What follows belongs to an exercise in optimizing a design on an open flow for a short achievable clock period and few clock cycles; a production flow would make more cautious choices. In this exercise RTL edits were held to simulation tests only and were not proved equivalent to the original. In every run shown here, the design's own scripts or RTL, not TritonCTS, make the clock network. The clock input has no modelled driver; a real chip could not lean on it and would need a root buffer or a full tree. No activity file was given, so power comes from the tool's default toggle rates.

$ cat design/flow/design.v
module stella_bus_engine (
  input  wire        clk,
  input  wire        rst_n,
  input  wire        cmd_valid,
  output wire        cmd_ready,
  input  wire [26:0] cmd,
  output wire        rsp_valid,
  output wire [8:0]  rsp,
  output wire        claim,
  input  wire        map_ok,
  output wire [1:0]  fault,
  output wire        per_rd,
  output wire        per_wr,
  output wire        per_sel,
  output wire [15:0] per_addr,
  output wire [7:0]  per_wdata,
  input  wire [7:0]  per_rdata,
  output wire [22:0] line_out,
  output wire        ctl_oe,
  output wire        data_oe,
  input  wire [7:0]  line_din
);
  localparam integer K  = 4;    
  localparam integer KT = 3;    
  integer i;
  reg        a_v;
  reg [26:0] a_cmd;
  reg        a_map;
  reg        a_tx;      
  reg        a_prd;     
  reg        a_pwr;     
  reg        a_ins;     
  reg        rdy_q;
  reg        rst_q;     
  always @(posedge clk) begin
    rst_q <= rst_n;
    a_cmd <= cmd;
    a_map <= map_ok;
    a_tx  <= (cmd[26:24] == 3'd1) | (cmd[26:24] == 3'd2);
    a_prd <= (cmd[26:24] == 3'd1) & !cmd[20];
    a_pwr <= (cmd[26:24] == 3'd2) & !cmd[20];
    a_ins <= (cmd[26:24] == 3'd6);
    a_v   <= rst_n & cmd_valid & rdy_q;
  end
  assign cmd_ready = rdy_q;
  reg f_rdy;     
  reg f_flt;     
  wire [2:0] op      = a_cmd[26:24];
  wire       win     = a_cmd[20];
  wire       op_peek = (op == 3'd1);
  wire       op_poke = (op == 3'd2);
  wire       op_inst = a_ins;
  wire       op_ok   = (op == 3'd0) | op_peek | op_poke | op_inst;
  wire live   = a_v & !f_flt;
  wire d_txn  = live & f_rdy & a_tx;
  wire d_prot = live & ((a_tx & !f_rdy) | (op_inst & f_rdy));
  wire d_inst = live & op_inst & !f_rdy;
  wire d_ibad = d_inst & !a_map;
  wire d_rsp  = live & !d_prot & !d_ibad;
  reg        p_rsp, p_txn, p_dir, p_pin, p_pout, p_ok, p_iok;
  reg [1:0]  p_fcode;
  reg        per_rd_q, per_wr_q, claim_q;
  reg [15:0] per_addr_q;
  reg [7:0]  per_wdata_q;
  reg        per_sel_q;    
  reg [12:0] p_addr;       
  reg [7:0]  p_wdata;
  always @(posedge clk) begin
    per_addr_q  <= a_cmd[23:8];
    per_sel_q   <= a_v & a_cmd[15];
    per_wdata_q <= a_cmd[7:0];
    if (d_txn) begin
      p_addr  <= a_cmd[20:8];
      p_wdata <= a_cmd[7:0];
    end
    p_dir       <= !(op_peek & win);
    p_pin       <= op_peek & win;
    p_pout      <= op_peek & !win;
    p_ok        <= op_ok;
    per_rd_q <= rst_n & rst_q & live & f_rdy & a_prd;
    per_wr_q <= rst_n & rst_q & live & f_rdy & a_pwr;
    claim_q  <= rst_n & rst_q & d_inst;
    if (!rst_q) begin
      f_rdy    <= 1'b0;
      f_flt    <= 1'b0;
      p_rsp    <= 1'b0;
      p_txn    <= 1'b0;
      p_iok    <= 1'b0;
      p_fcode  <= 2'd0;
    end else begin
      if (d_inst & a_map)  f_rdy <= 1'b1;
      if (d_prot | d_ibad) f_flt <= 1'b1;
      p_rsp    <= d_rsp;
      p_txn    <= d_txn;
      p_iok    <= d_inst & a_map;
      p_fcode  <= d_prot ? 2'd3 : (d_ibad ? 2'd1 : 2'd0);
    end
  end
  assign per_rd    = per_rd_q;
  assign per_wr    = per_wr_q;
  assign per_sel   = per_sel_q;
  assign per_addr  = per_addr_q;
  assign per_wdata = per_wdata_q;
  assign claim     = claim_q;
  reg [1:0] fault_q, fault_o;
  always @(posedge clk) begin
    if (!rst_q) fault_q <= 2'd0;
    else        fault_q <= fault_q | p_fcode;
    fault_o <= {2{rst_n & rst_q}} & fault_q;
  end
  assign fault = fault_o;
  wire [7:0] p_data = p_pout ? per_rdata : p_wdata;
  reg [KT-1:0] tv;
  reg [KT-1:0] t_dir;
  reg [12:0]   t_addr [0:KT-1];
  reg [7:0]    t_data [0:KT-1];
  reg [22:0] lines_q;
  reg        doe_q, ctl_q;
  reg        ph_idle, ph_load, ph_unl;    
  reg [2:0]  cnt;
  reg        cur_rd;
  reg        samp_q;                      
  reg [7:0]  rd_byte;
  reg        rd_full;
  wire eng_load = ph_idle & tv[0];
  wire eng_end  = ph_unl & (cnt == 3'd7) & !(cur_rd & (rd_full | samp_q));
  reg [KT-1:0] t_wp, t_rp;
  reg [KT-1:0] t_we;      
  wire [KT-1:0] t_wp_at = p_txn ? {t_wp[KT-2:0], t_wp[KT-1]} : t_wp;
  reg          hd_dir;
  reg [7:0]    hd_data;
  reg [12:0]   hd_addr;
  always @(*) begin
    hd_dir  = 1'b0;
    hd_data = 8'h00;
    hd_addr = 13'h0000;
    for (i = 0; i < KT; i = i + 1) begin
      hd_dir  = hd_dir  | (t_rp[i] & t_dir[i]);
      hd_data = hd_data | ({8{t_rp[i]}} & t_data[i]);
      hd_addr = hd_addr | ({13{t_rp[i]}} & t_addr[i]);
    end
  end
  always @(posedge clk) begin
    for (i = 0; i < KT; i = i + 1) begin
      if (t_we[i]) begin
        t_dir[i]  <= p_dir;
        t_addr[i] <= p_addr;
        t_data[i] <= p_data;
      end
    end
    if (!rst_q) begin
      tv   <= {KT{1'b0}};
      t_wp <= {{(KT-1){1'b0}}, 1'b1};
      t_we <= {KT{1'b0}};
      t_rp <= {{(KT-1){1'b0}}, 1'b1};
    end else begin
      if (eng_load)   tv <= p_txn ? tv : {1'b0, tv[KT-1:1]};
      else if (p_txn) tv <= {tv[KT-2:0], 1'b1};
      if (p_txn)    t_wp <= {t_wp[KT-2:0], t_wp[KT-1]};
      t_we <= {KT{d_txn}} & t_wp_at;
      if (eng_load) t_rp <= {t_rp[KT-2:0], t_rp[KT-1]};
    end
  end
  always @(posedge clk) begin
    if (eng_load) begin
      lines_q[21:0] <= {hd_dir, hd_data, hd_addr};
      doe_q         <= hd_dir;
      cur_rd        <= !hd_dir;
    end else if (p_iok) begin
      lines_q[21:0] <= 22'd0;
      doe_q         <= 1'b0;
    end
    if (ph_load)               lines_q[22] <= 1'b0;
    else if (eng_end || p_iok) lines_q[22] <= 1'b1;
    if (ph_load)          cnt <= 3'd0;
    else if (cnt != 3'd7) cnt <= cnt + 3'd1;
    if (samp_q) rd_byte <= line_din;
    if (!rst_q) begin
      ctl_q   <= 1'b0;
      ph_idle <= 1'b1;
      ph_load <= 1'b0;
      ph_unl  <= 1'b0;
      samp_q  <= 1'b0;
    end else begin
      if (p_iok) ctl_q <= 1'b1;
      ph_idle <= (ph_idle & !tv[0]) | eng_end;
      ph_load <= eng_load;
      ph_unl  <= ph_load | (ph_unl & !eng_end);
      samp_q  <= eng_end & cur_rd;
    end
  end
  reg [22:0] line_o;
  reg        doe_o, ctl_o;
  always @(posedge clk) begin
    line_o <= lines_q;
    doe_o  <= doe_q & ctl_q;    
    ctl_o  <= rst_n & rst_q & ctl_q;
  end
  assign line_out = line_o;
  assign data_oe  = doe_o;
  assign ctl_oe   = ctl_o;
  reg [K-1:0] rv;
  reg [K-1:0] q_w;             
  reg [8:0]   q_val [0:K-1];
  reg         rsp_v_q;
  reg [8:0]   rsp_q;
  reg [K-1:0] r_wp, r_rp;
  reg [K-1:0] r_we;       
  wire [K-1:0] r_wp_at = p_rsp ? {r_wp[K-2:0], r_wp[K-1]} : r_wp;
  reg         hq_w;        
  reg         nq_w;        
  reg [8:0]   hq_val;
  wire [K-1:0] r_rp_nx = {r_rp[K-2:0], r_rp[K-1]};
  always @(*) begin
    nq_w   = 1'b0;
    hq_val = 9'h000;
    for (i = 0; i < K; i = i + 1) begin
      nq_w   = nq_w   | (r_rp_nx[i] & q_w[i]);
      hq_val = hq_val | ({9{r_rp[i]}} & q_val[i]);
    end
  end
  wire r_pop = rv[0] & (!hq_w | rd_full);
  always @(posedge clk) begin
    for (i = 0; i < K; i = i + 1) begin
      if (r_we[i]) begin
        q_w[i]   <= p_pin;
        q_val[i] <= {p_ok, p_pout ? per_rdata : 8'h00};
      end
    end
    rsp_q   <= hq_w ? {1'b1, rd_byte} : hq_val;
    rsp_v_q <= rst_n & rst_q & r_pop;
    if (!rst_q) begin
      rv      <= {K{1'b0}};
      r_wp    <= {{(K-1){1'b0}}, 1'b1};
      r_we    <= {K{1'b0}};
      r_rp    <= {{(K-1){1'b0}}, 1'b1};
      rd_full <= 1'b0;
    end else begin
      if (r_pop)       hq_w <= rv[1] ? nq_w : p_pin;
      else if (!rv[0]) hq_w <= p_pin;
      if (r_pop)      rv <= p_rsp ? rv : {1'b0, rv[K-1:1]};
      else if (p_rsp) rv <= {rv[K-2:0], 1'b1};
      if (p_rsp) r_wp <= {r_wp[K-2:0], r_wp[K-1]};
      r_we <= {K{d_rsp}} & r_wp_at;
      if (r_pop) r_rp <= {r_rp[K-2:0], r_rp[K-1]};
      rd_full <= samp_q | (rd_full & !(r_pop & hq_w));
    end
  end
  assign rsp_valid = rsp_v_q;
  assign rsp       = rsp_q;
  wire t_a    = a_v & a_tx;
  wire r_room = !rv[K-2] & !((p_rsp | a_v) & rv[K-3]) & !(p_rsp & a_v & rv[K-4]);
  wire t_room = !tv[KT-2] & !((p_txn | t_a) & tv[KT-3]) & !(p_txn & t_a);
  always @(posedge clk) begin
    if (!rst_q) rdy_q <= 1'b1;
    else        rdy_q <= !f_flt & r_room & t_room;
  end
endmodule
$ cat design/flow/flow/run.sh
#!/bin/bash
# Standard ORFS layout, with the clock tree built by flow/pre_cts.tcl and
# the port buffers inserted as sky130_fd_sc_hd__buf_4 (ORFS's default pick,
# a delay cell, keeps its footprint through later resizing).
set -euo pipefail
export PRE_CTS_TCL="$PWD/flow/pre_cts.tcl"
export BUFFER_PORTS_ARGS="-buffer_cell sky130_fd_sc_hd__buf_4"
bash standard.sh finish > standard_finish.log 2>&1
$ cat design/flow/flow/pre_cts.tcl
# Runs before ORFS's CTS step: builds a shallow clock tree of two inverter
# levels (the clock port drives 4 inverters, each driving a share of the leaf
# inverters placed at the centres of k-means clusters of the register clock
# pins), then turns the step's clock_tree_synthesis call into a no-op. The rest of the step
# (legalisation, timing repair) runs as usual.
source [file join [file dirname [info script]] tree.tcl]
set block [ord::get_db_block]
set nsinks [llength [[$block findNet clk] getITerms]]
set nl [expr {max(4, int(round($nsinks / 10.0)))}]
puts "clock tree: $nsinks sinks, 4 first-level inverters, $nl leaf inverters"
build_tree 4 $nl sky130_fd_sc_hd__clkinv_16 sky130_fd_sc_hd__clkinv_4
set_propagated_clock [all_clocks]
rename clock_tree_synthesis orfs_clock_tree_synthesis
proc clock_tree_synthesis {args} { puts "clock tree already built by pre_cts.tcl" }
# ORFS would next clone every clock inverter next to each of its register
# loads; the inverter tree above is meant as built.
rename repair_clock_inverters orfs_repair_clock_inverters
proc repair_clock_inverters {args} { puts "clock inverters kept as built by pre_cts.tcl" }
$ cat design/flow/flow/tree.tcl
# Build a two-level clock tree: the clock port drives NB1 buffers (or
# inverters), each of
# which drives a share of NL leaf buffers placed at k-means centres of the
# register clock pins.
proc kmeans {pts k iters} {
  # pts: list of {x y w}; returns list of assignment indices and centres
  set n [llength $pts]
  set sorted [lsort -real -index 0 $pts]
  set cent {}
  for {set j 0} {$j < $k} {incr j} {
    set s [lindex $sorted [expr {int(($j+0.5)*$n/$k)}]]
    lappend cent [list [lindex $s 0] [lindex $s 1]]
  }
  set cap [expr {int(ceil(double($n)/$k * 1.15))}]
  for {set it 0} {$it < $iters} {incr it} {
    for {set j 0} {$j < $k} {incr j} { set sx($j) 0.0; set sy($j) 0.0; set sc($j) 0 }
    # capacity-limited greedy assignment, nearest first
    set pairs {}
    set i 0
    foreach p $pts {
      set j 0
      foreach c $cent {
        lappend pairs [list [expr {abs([lindex $p 0]-[lindex $c 0]) + abs([lindex $p 1]-[lindex $c 1])}] $i $j]
        incr j
      }
      incr i
    }
    set pairs [lsort -real -index 0 $pairs]
    set asg [lrepeat $n -1]
    foreach pr $pairs {
      lassign $pr d i j
      if {[lindex $asg $i] >= 0} continue
      if {$sc($j) >= $cap} continue
      lset asg $i $j
      incr sc($j)
      set p [lindex $pts $i]
      set sx($j) [expr {$sx($j)+[lindex $p 0]}]
      set sy($j) [expr {$sy($j)+[lindex $p 1]}]
    }
    set cent {}
    for {set j 0} {$j < $k} {incr j} {
      if {$sc($j) > 0} { lappend cent [list [expr {$sx($j)/$sc($j)}] [expr {$sy($j)/$sc($j)}]] } else { lappend cent [list 0 0] }
    }
  }
  return [list $asg $cent]
}

proc build_tree {nb1 nl bufm1 bufm2} {
  set block [ord::get_db_block]
  set clk_net [$block findNet clk]
  set sinks {}
  set pts {}
  foreach it [$clk_net getITerms] {
    set inst [$it getInst]
    set bb [$inst getBBox]
    lappend sinks $it
    lappend pts [list [expr {([$bb xMin]+[$bb xMax])/2.0}] [expr {([$bb yMin]+[$bb yMax])/2.0}]]
  }
  puts "clock sinks: [llength $sinks]"
  lassign [kmeans $pts $nl 20] asg cent
  set m1 [[ord::get_db] findMaster $bufm1]
  set m2 [[ord::get_db] findMaster $bufm2]
  # group leaves under first-level buffers
  set lpts {}
  foreach c $cent { lappend lpts $c }
  if {$nb1 > 0} {
    lassign [kmeans $lpts $nb1 20] lasg lcent
    for {set j 0} {$j < $nb1} {incr j} {
      set inst [odb::dbInst_create $block $m1 "clkbuf_t1_$j"]
      set net [odb::dbNet_create $block "clknet_t1_$j"]
      $net setSigType CLOCK
      set c [lindex $lcent $j]
      $inst setLocation [expr {int([lindex $c 0])}] [expr {int([lindex $c 1])}]
      $inst setPlacementStatus PLACED
      [$inst findITerm A] connect $clk_net
      [$inst findITerm [expr {[string match "*clkinv*" [[$inst getMaster] getName]] ? "Y" : "X"}]] connect $net
      set n1($j) $net
    }
  }
  for {set j 0} {$j < $nl} {incr j} {
    set inst [odb::dbInst_create $block $m2 "clkbuf_t2_$j"]
    set net [odb::dbNet_create $block "clknet_t2_$j"]
    $net setSigType CLOCK
    set c [lindex $cent $j]
    $inst setLocation [expr {int([lindex $c 0])}] [expr {int([lindex $c 1])}]
    $inst setPlacementStatus PLACED
    if {$nb1 > 0} {
      [$inst findITerm A] connect $n1([lindex $lasg $j])
    } else {
      [$inst findITerm A] connect $clk_net
    }
    [$inst findITerm [expr {[string match "*clkinv*" [[$inst getMaster] getName]] ? "Y" : "X"}]] connect $net
    set n2($j) $net
  }
  set i 0
  foreach it $sinks {
    $it disconnect
    $it connect $n2([lindex $asg $i])
    incr i
  }
  $clk_net setSigType CLOCK
}
$ cat design/flow/standard.sh
#!/bin/bash
# synth_recipe.tcl (not shown) runs the flow's synth.tcl, then flattens the netlist and writes it again
# the make line also repeats each setting of config.mk as NAME=value (left out here)
make -C /OpenROAD-flow-scripts/flow DESIGN_CONFIG=/design/flow/config.mk WORK_HOME=/design/flow/orfs CLKGATE_MAP_FILE= SYNTH_SCRIPT=/design/flow/synth_recipe.tcl "${@:-finish}"
$ cat design/flow/config.mk
export PLATFORM = sky130hd
export DESIGN_NAME = stella_bus_engine
export DESIGN_NICKNAME = stella_bus_engine
export VERILOG_FILES = /design/flow/design.v
export SDC_FILE = /design/flow/constraint.sdc
export NUM_CORES = 4
export LEC_CHECK = 0
export ABC_CLOCK_PERIOD_IN_PS = 1300
export CAP_MARGIN = 20
export CORE_MARGIN = 2
export CORE_UTILIZATION = 60
export SETUP_SLACK_MARGIN = 2.7
export SLEW_MARGIN = 20
export TNS_END_PERCENT = 100
$ cat design/flow/constraint.sdc
create_clock -name core_clock -period 4.0 [get_ports {clk}]
set_input_delay 0.8000 -clock core_clock [delete_from_list [all_inputs] [get_ports {clk}]]
set_output_delay 0.8000 -clock core_clock [all_outputs]
set_load 0.01 [all_outputs]
==> results.sh, run 1 <==
export IMPL_io_buffers=112
export IMPL_routed_wirelength_mm=17.47
export IMPL_min_path_type="register to register"
export IMPL_fin_cells=945
export IMPL_ys_async_sr_fraction=0
export IMPL_post_drt_wl_per_cell_um=18.49
export IMPL_dpl_cell_area_um2=10560
export IMPL_critPathKind="register to output port"
export IMPL_fmax_mhz=705.0
export IMPL_gp_congestion=0.7377
export IMPL_dp_cells=898
export IMPL_whs_ns=0.3274
export IMPL_synth_edff_count=159
export IMPL_total_leakage_power_nw=4.161
export IMPL_drv_cap=0
export IMPL_syn_avg_cell_area_um2=16.01
export IMPL_final_hold_viol_count=0
export IMPL_die_w_um=130.1
export IMPL_drive_gt1_frac=0.3717
export IMPL_power_density_nw_per_um2=432.2
export IMPL_via_per_inst=5.528
export IMPL_path_max_fanout=1
export IMPL_grt_pass1_wl_mm=26.54
export IMPL_grt_max_degree=33
export IMPL_status="no timing/DRC/antenna violations"
export IMPL_worstSetupStartpointType="register"
export IMPL_route_detailed_drc=0
export IMPL_ys_ff_latch=310
export IMPL_worst_path_buf_inv=1
export IMPL_clk_pin_slew_ns=0.07
export IMPL_final_area_um2=11490
export IMPL_worstPathArrival_ns=0.62
export IMPL_finalPower_w=0.004964
export IMPL_finalSetupTns_ns=0
export IMPL_insertion_delay_ns=0.17
export IMPL_mostFrequentLayoutCell="edfxtp_1"
export IMPL_grt_pass1_vias=5239
export IMPL_drv_slew=0
export IMPL_finalNetCount=780
export IMPL_antenna_found_initial=0
export IMPL_synth_nets=645
export IMPL_ir_worst_vdd_v=0.0003284
export IMPL_synth_cell_types=44
export IMPL_syn_inst=596
export IMPL_ys_flop_type="edfxtp_1"
export IMPL_final_cell_mix="edfxtp_1, dfxtp_2, dfxtp_1"
export IMPL_std_cell_rows=46
export IMPL_drt_iter0_drc=447
export IMPL_hpwl_mm=10.37
export IMPL_syn_area_um2=9544
export IMPL_gr_usage_all_layers=0.2008
export IMPL_diodes=0
export IMPL_fp_dieH_um=130.1
export IMPL_yosysWarnings=4
export IMPL_period_share=0.3546
export IMPL_critPathCaptureType="output port"
export IMPL_period_minus_slack_ns=1.418
export IMPL_cpPeakStageDelay_ns=0.33
export IMPL_start_util=0.6074
export IMPL_ys_seq_area_frac=0.8170
export IMPL_relSlewSlack=0.5863
export IMPL_finalSetupViolCount=0
export IMPL_required_ns=3.20
export IMPL_worst_slew_pin_slew_ns=0.6206
export IMPL_areaGrowthSynthToFinish_pct=20.35
export IMPL_antenna_left=0
export IMPL_vias=5224
export IMPL_coreArea_um2=15710
export IMPL_crit_chain="buf_6"
export IMPL_overflow=0
export IMPL_crit_family="flip-flops"
export IMPL_slowest_stage="dfxtp_2"
export IMPL_skew_ns=0.03001
export IMPL_rsz0062_at_grt="true"
export IMPL_first_pass_iters=5
export IMPL_io_pins=113
export IMPL_dieArea_um2=16930
cell usage after synthesis, drive strengths merged (5+ instances only):
cell / instances / area, um2
edfxtp: 159 / 4775
dfxtp: 151 / 3023
nor2: 51 / 191.4
nand2: 39 / 146.4
a21oi: 23 / 115.1
a222oi: 23 / 230.2
a22oi: 16 / 120.1
and2: 16 / 102.6
mux2: 16 / 180.2
buf: 13 / 76.32
clkbuf: 13 / 48.80
inv: 9 / 33.78
mux2i: 9 / 90.09
nor3: 8 / 40.04
nand3: 6 / 30.03
and3: 5 / 31.28
nand2b: 5 / 38.78
o21ai: 5 / 25.02
where the power goes:
part | leakage [nW] | total (W) | switching [W] | internal (W)
Combinational | 1.28 | 0.000216 | 0.0000906 | 0.000125
Sequential | 2.71 | 0.00344 | 0.0000526 | 0.00339
Clock | 0.173 | 0.00131 | 0.00104 | 0.000261
Total | 4.16 | 0.00496 | 0.00119 | 0.00378
layer usage:
| layer | wire [um] | GRT usage | vias to the layer above |
|---|---|---|---|
| met5 | 0 | 0 | - |
| met4 | 321 | 0.04554 | 0 |
| met3 | 1112 | 0.02870 | 31 |
| met2 | 9003 | 0.3631 | 188 |
| met1 | 7034 | 0.2594 | 2559 |
| li1 | - | - | 2446 |
final timing paths:
check             from              to  slack (ns)  depth (start not counted)
max          line_o[0]     line_out[0]        2.58                          1
min          a_cmd[21]  per_addr_q[13]        0.33                          0
max reg2reg      f_flt         t_we[0]        2.74                          4
min reg2reg  a_cmd[21]  per_addr_q[13]        0.33                          0
kinds of logic after synthesis:
| kind of cell | Yosys count | share of synthesized area |
|---|---|---|
| adder cells (fa/ha/maj) | 2 | 0.002622 |
| multiplexers | 25 | 0.02832 |
| buffers and inverters | 35 | 0.01665 |
| XOR/XNOR | 5 | 0.004589 |
| flip-flops | 310 | 0.8170 |
| AND/OR/NAND/NOR | 141 | 0.06961 |
| AO/OA/AOI/OAI | 78 | 0.06122 |
cell type report:
type                       instances  area (um2)
timing repair buffer             119        1154
fill                            1044        4227
tap                              216       270.3
timing repair inverter             1       7.507
inverter                          44       432.9
sequential                       310        7910
multi-input combinational        255        1712
flip-flops by register name, summed over array words and instances, names as in the netlist, 9 cells and up:
signal	flops
t_addr	39
q_val	36
a_cmd	27
t_data	24
line_o	23
lines_q	23
per_addr_q	16
p_addr	13
rsp_q	9
repair_timing:
action / in CTS / in global routing
gates resized for setup: 134 / 32
hold buffers: 0 / 0
cloned: 4 / 1
endpoints found under the setup margin: 261 / 104
buffers inserted: 6 / 1
pin swaps: 1 / 1
stage by stage:
step | utilization | setup slack (ns)
6_report | 0.7310 | 2.582
3_3_place_gp | 0.6723 | 1.898
4_1_cts | 0.7261 | 2.564
2_1_floorplan | - | 2.692
3_5_place_dp | 0.6723 | 1.790
5_1_grt | 0.7310 | 2.554
Testbench counts, summed over its fixed seeds: cycles 45,328.
==> run 2: changes to the inputs <==
--- a/design/flow/flow/pre_cts.tcl
+++ b/design/flow/flow/pre_cts.tcl
@@ -7,7 +7,7 @@
 set block [ord::get_db_block]
 set nsinks [llength [[$block findNet clk] getITerms]]
-set nl [expr {max(4, int(round($nsinks / 10.0)))}]
+set nl [expr {max(4, int(round($nsinks / 28.0)))}]
 puts "clock tree: $nsinks sinks, 4 first-level inverters, $nl leaf inverters"
-build_tree 4 $nl sky130_fd_sc_hd__clkinv_16 sky130_fd_sc_hd__clkinv_4
+build_tree 4 $nl sky130_fd_sc_hd__clkinv_16 sky130_fd_sc_hd__clkinv_16
 set_propagated_clock [all_clocks]
 rename clock_tree_synthesis orfs_clock_tree_synthesis
--- a/design/flow/config.mk
+++ b/design/flow/config.mk
@@ -6,9 +6,9 @@
 export NUM_CORES = 4
 export LEC_CHECK = 0
-export ABC_CLOCK_PERIOD_IN_PS = 1300
+export ABC_CLOCK_PERIOD_IN_PS = 1400
 export CAP_MARGIN = 20
 export CORE_MARGIN = 2
-export CORE_UTILIZATION = 60
-export SETUP_SLACK_MARGIN = 2.7
+export CORE_UTILIZATION = 65
+export SETUP_SLACK_MARGIN = 2.6
 export SLEW_MARGIN = 20
 export TNS_END_PERCENT = 100
==> run 2 against run 1 <==
Effect of this change:
- synthesized area is the same
- maximum frequency shrank 1.5%
- sequential share of layout area grew 0.44 points
- synthesized cell count is the same
- clock power grew 5%
- power grew 1.4%
- cell area shrank 0.85%
- utilization grew 5.9 points
- sequential cell count is the same
- final cell count shrank 5.8%
- critical path type unchanged
- critical endpoint is now rsp[8]
- largest power group unchanged
==> results.sh, run 2 <==
export IMPL_worst_slew_pin_slew_ns=0.6204
export IMPL_antenna_found_initial=0
export IMPL_relSlewSlack=0.5864
export IMPL_yosys_area_top_type="edfxtp_1"
export IMPL_largest_reg_flops=39
export IMPL_insertion_delay_ns=0.21
export IMPL_ys_flop_type="edfxtp_1"
export IMPL_place_ws_ns=1.889
export IMPL_ys_seq_area_frac=0.8170
export IMPL_total_leakage_power_nw=4.121
export IMPL_fillers=834
export IMPL_r2r_start="rst_q"
export IMPL_seq_area_um2=7893
export IMPL_coreArea_um2=14420
export IMPL_io_pins=113
export IMPL_crit_chain="buf_6"
export IMPL_netlist_top_cells_count="edfxtp_1, dfxtp_1, nor2_1"
export IMPL_fmax_mhz=694.7
export IMPL_first_pass_iters=6
export IMPL_fp_dieH_um=125.2
export IMPL_syn_inst=596
export IMPL_routed_wirelength_mm=16.81
export IMPL_dieArea_um2=15670
export IMPL_grt_max_degree=34
export IMPL_min_path_type="register to register"
export IMPL_std_cell_rows=44
export IMPL_synth_cell_types=44
export IMPL_route_detailed_drc=0
export IMPL_io_buffers=112
export IMPL_die_w_um=125.2
export IMPL_drv_cap=0
export IMPL_finalSetupViolCount=0
export IMPL_holdBufCountCts=0
export IMPL_via_per_inst=5.793
export IMPL_r2r_slack_ns=2.67
export IMPL_period_share=0.3599
export IMPL_finalNetCount=757
export IMPL_crit_family="flip-flops"
export IMPL_syn_area_um2=9544
export IMPL_setup_ws_ns=2.561
export IMPL_critPathCaptureType="output port"
export IMPL_post_drt_wl_per_cell_um=18.88
export IMPL_skew_ns=0.06994
export IMPL_power_density_nw_per_um2=441.8
export IMPL_final_hold_viol_count=0
export IMPL_final_cell_mix="edfxtp_1, dfxtp_1, dfxtp_2"
export IMPL_ys_async_sr_fraction=0
export IMPL_diodes=0
export IMPL_ir_worst_vdd_v=0.0003289
export IMPL_period_minus_slack_ns=1.439
export IMPL_slowest_stage="dfxtp_2"
export IMPL_cpPeakStageDelay_ns=0.32
export IMPL_mostFrequentLayoutCell="edfxtp_1"
export IMPL_overflow=0
export IMPL_areaGrowthSynthToFinish_pct=19.32
export IMPL_synth_edff_count=159
export IMPL_clk_pin_slew_ns=0.07
export IMPL_worstPathArrival_ns=0.64
export IMPL_multi_input_area_um2=1643
export IMPL_synth_top_cell_area_share=0.5003
export IMPL_crit_start="rsp_q[8]"
export IMPL_path_max_fanout=1
export IMPL_status="no timing/DRC/antenna violations"
export IMPL_yosysMostFrequentCell="edfxtp_1"
export IMPL_cp_depth=1
export IMPL_yosysWarnings=4
export IMPL_hpwl_mm=10.29
export IMPL_synth_area_leaders="edfxtp_1, dfxtp_1, a222oi_1"
export IMPL_gp_congestion=0.7628
export IMPL_required_ns=3.20
export IMPL_reg_top3="t_addr x39, q_val x36, a_cmd x27"
export IMPL_antenna_left=0
export IMPL_whs_ns=0.3260
export IMPL_finalSetupTns_ns=0
export IMPL_synth_nets=645
export IMPL_grt_pass1_vias=4940
export IMPL_largest_register="t_addr"
export IMPL_ys_ff_latch=310
export IMPL_finalPower_w=0.005032
export IMPL_vias=5156
export IMPL_grt_pass1_wl_mm=26.17
export IMPL_ff2ff_path_depth=3
export IMPL_worst_path_buf_inv=1
export IMPL_drv_slew=0
export IMPL_cp_endpoint="rsp[8]"
export IMPL_rsz0062_at_grt="true"
export IMPL_drt_iter0_drc=495
export IMPL_critPathKind="register to output port"
export IMPL_gr_usage_all_layers=0.2085
export IMPL_drive_gt1_frac=0.3300
export IMPL_syn_avg_cell_area_um2=16.01
export IMPL_start_util=0.6617
export IMPL_r2r_end="hq_w"
export IMPL_worstSetupStartpointType="register"
-- run 2: cell counts after synthesis --
No cell type changed its count.
-- run 2: worst min path at each step --
| stage | from | end | slack [ns] | cells after the start |
|---|---|---|---|---|
| floorplan | a_cmd[21] | per_addr_q[13] | 0.31 | 0 |
| global placement | a_cmd[21] | per_addr_q[13] | 0.31 | 0 |
| detailed placement | a_cmd[21] | per_addr_q[13] | 0.31 | 0 |
| CTS | a_cmd[21] | per_addr_q[13] | 0.33 | 0 |
| global route | a_cmd[22] | per_addr_q[14] | 0.34 | 0 |
| finish | a_cmd[21] | per_addr_q[13] | 0.33 | 0 |
-- run 2: stage by stage --
step,utilization,cell area [um2],instances
2_1_floorplan,-,9548,596
3_3_place_gp,0.7275,10490,866
3_5_place_dp,0.7275,10490,866
4_1_cts,0.7799,11250,890
5_1_grt,0.7896,11390,890
6_report,0.7896,11390,890
-- run 2: routing by layer --
layer  global-route usage  part of all wire  routed length, um
met1               0.2929              0.41               6866
met2               0.3619              0.51               8633
met3              0.02011             0.056                935
met4              0.04575             0.022                371
met5                    0                 0                  0
-- run 2: area by class of cell --
class | count | area share
well taps | 184 | 0.02022
inverters | 24 | 0.04285
flip-flops and latches | 310 | 0.6930
repair buffers | 118 | 0.09899
multi-input cells | 253 | 0.1443
repair inverters | 1 | 0.0006592
-- run 2: what timing repair did --
item                                    4_1_cts  5_1_grt
pin swaps                                     2        1
endpoints found under the setup margin      235       76
gates resized for setup                      81       63
cloned                                        3        0
buffers inserted                              6        0
-- run 2: report_power, final --
group	internal [W]	leakage [nW]	switching (W)	total, W
clock	0.000302	0.171	0.00108	0.00138
combinational	0.000122	1.24	0.0000888	0.000211
sequential	0.00339	2.71	0.0000528	0.00344
-- run 2: worst register-to-register path, stage by stage (launching register included) --
cell        delay (ns)
dfxtp_2           0.59
clkinvlp_4        0.17
buf_4             0.18
nor2_1            0.12
-- run 2: logic make-up (layout without fill, tap and decap cells) --
logic type / Yosys count / after routing / share of synthesized area
fa+ha+maj: 2 / 2 / 0.002622
mux: 25 / 25 / 0.02832
simple gates: 141 / 143 / 0.06961
compound gates: 78 / 78 / 0.06122
xor+xnor: 5 / 5 / 0.004589
buf+inv: 35 / 143 / 0.01665
flops: 310 / 310 / 0.8170

[afterwards: timing with drivers on the ports]
The results above use ideal ports. As a check the final layouts listed here were re-extracted and re-timed, cells and wires unchanged. Step 1, drivers: a clkbuf_16 drives clk and a buf_2 each remaining input, both assumed. Step 2 adds t to the input delays and takes it off the output delays; t is the mean of the earliest and latest rising clock arrival at the registers after step 1. Input paths then give back, and output paths get back, about the clock's delay inside the block. a / b / c = ideal / step 1 / step 2; a / b = the first two.
run | shift t [ns] | setup WS [ns] | latest minus earliest clock arrival (ns)
run 1 | 0.382 | 2.582 / 2.351 / 2.511 | 0.034 / 0.040
run 2 | 0.396 | 2.561 / 2.333 / 2.489 | 0.071 / 0.081
After both steps setup and hold are still met in every run listed. For run 2, which loses most, drivers alone change the setup slack by -0.228 ns; drivers and shift together by -0.072 ns.
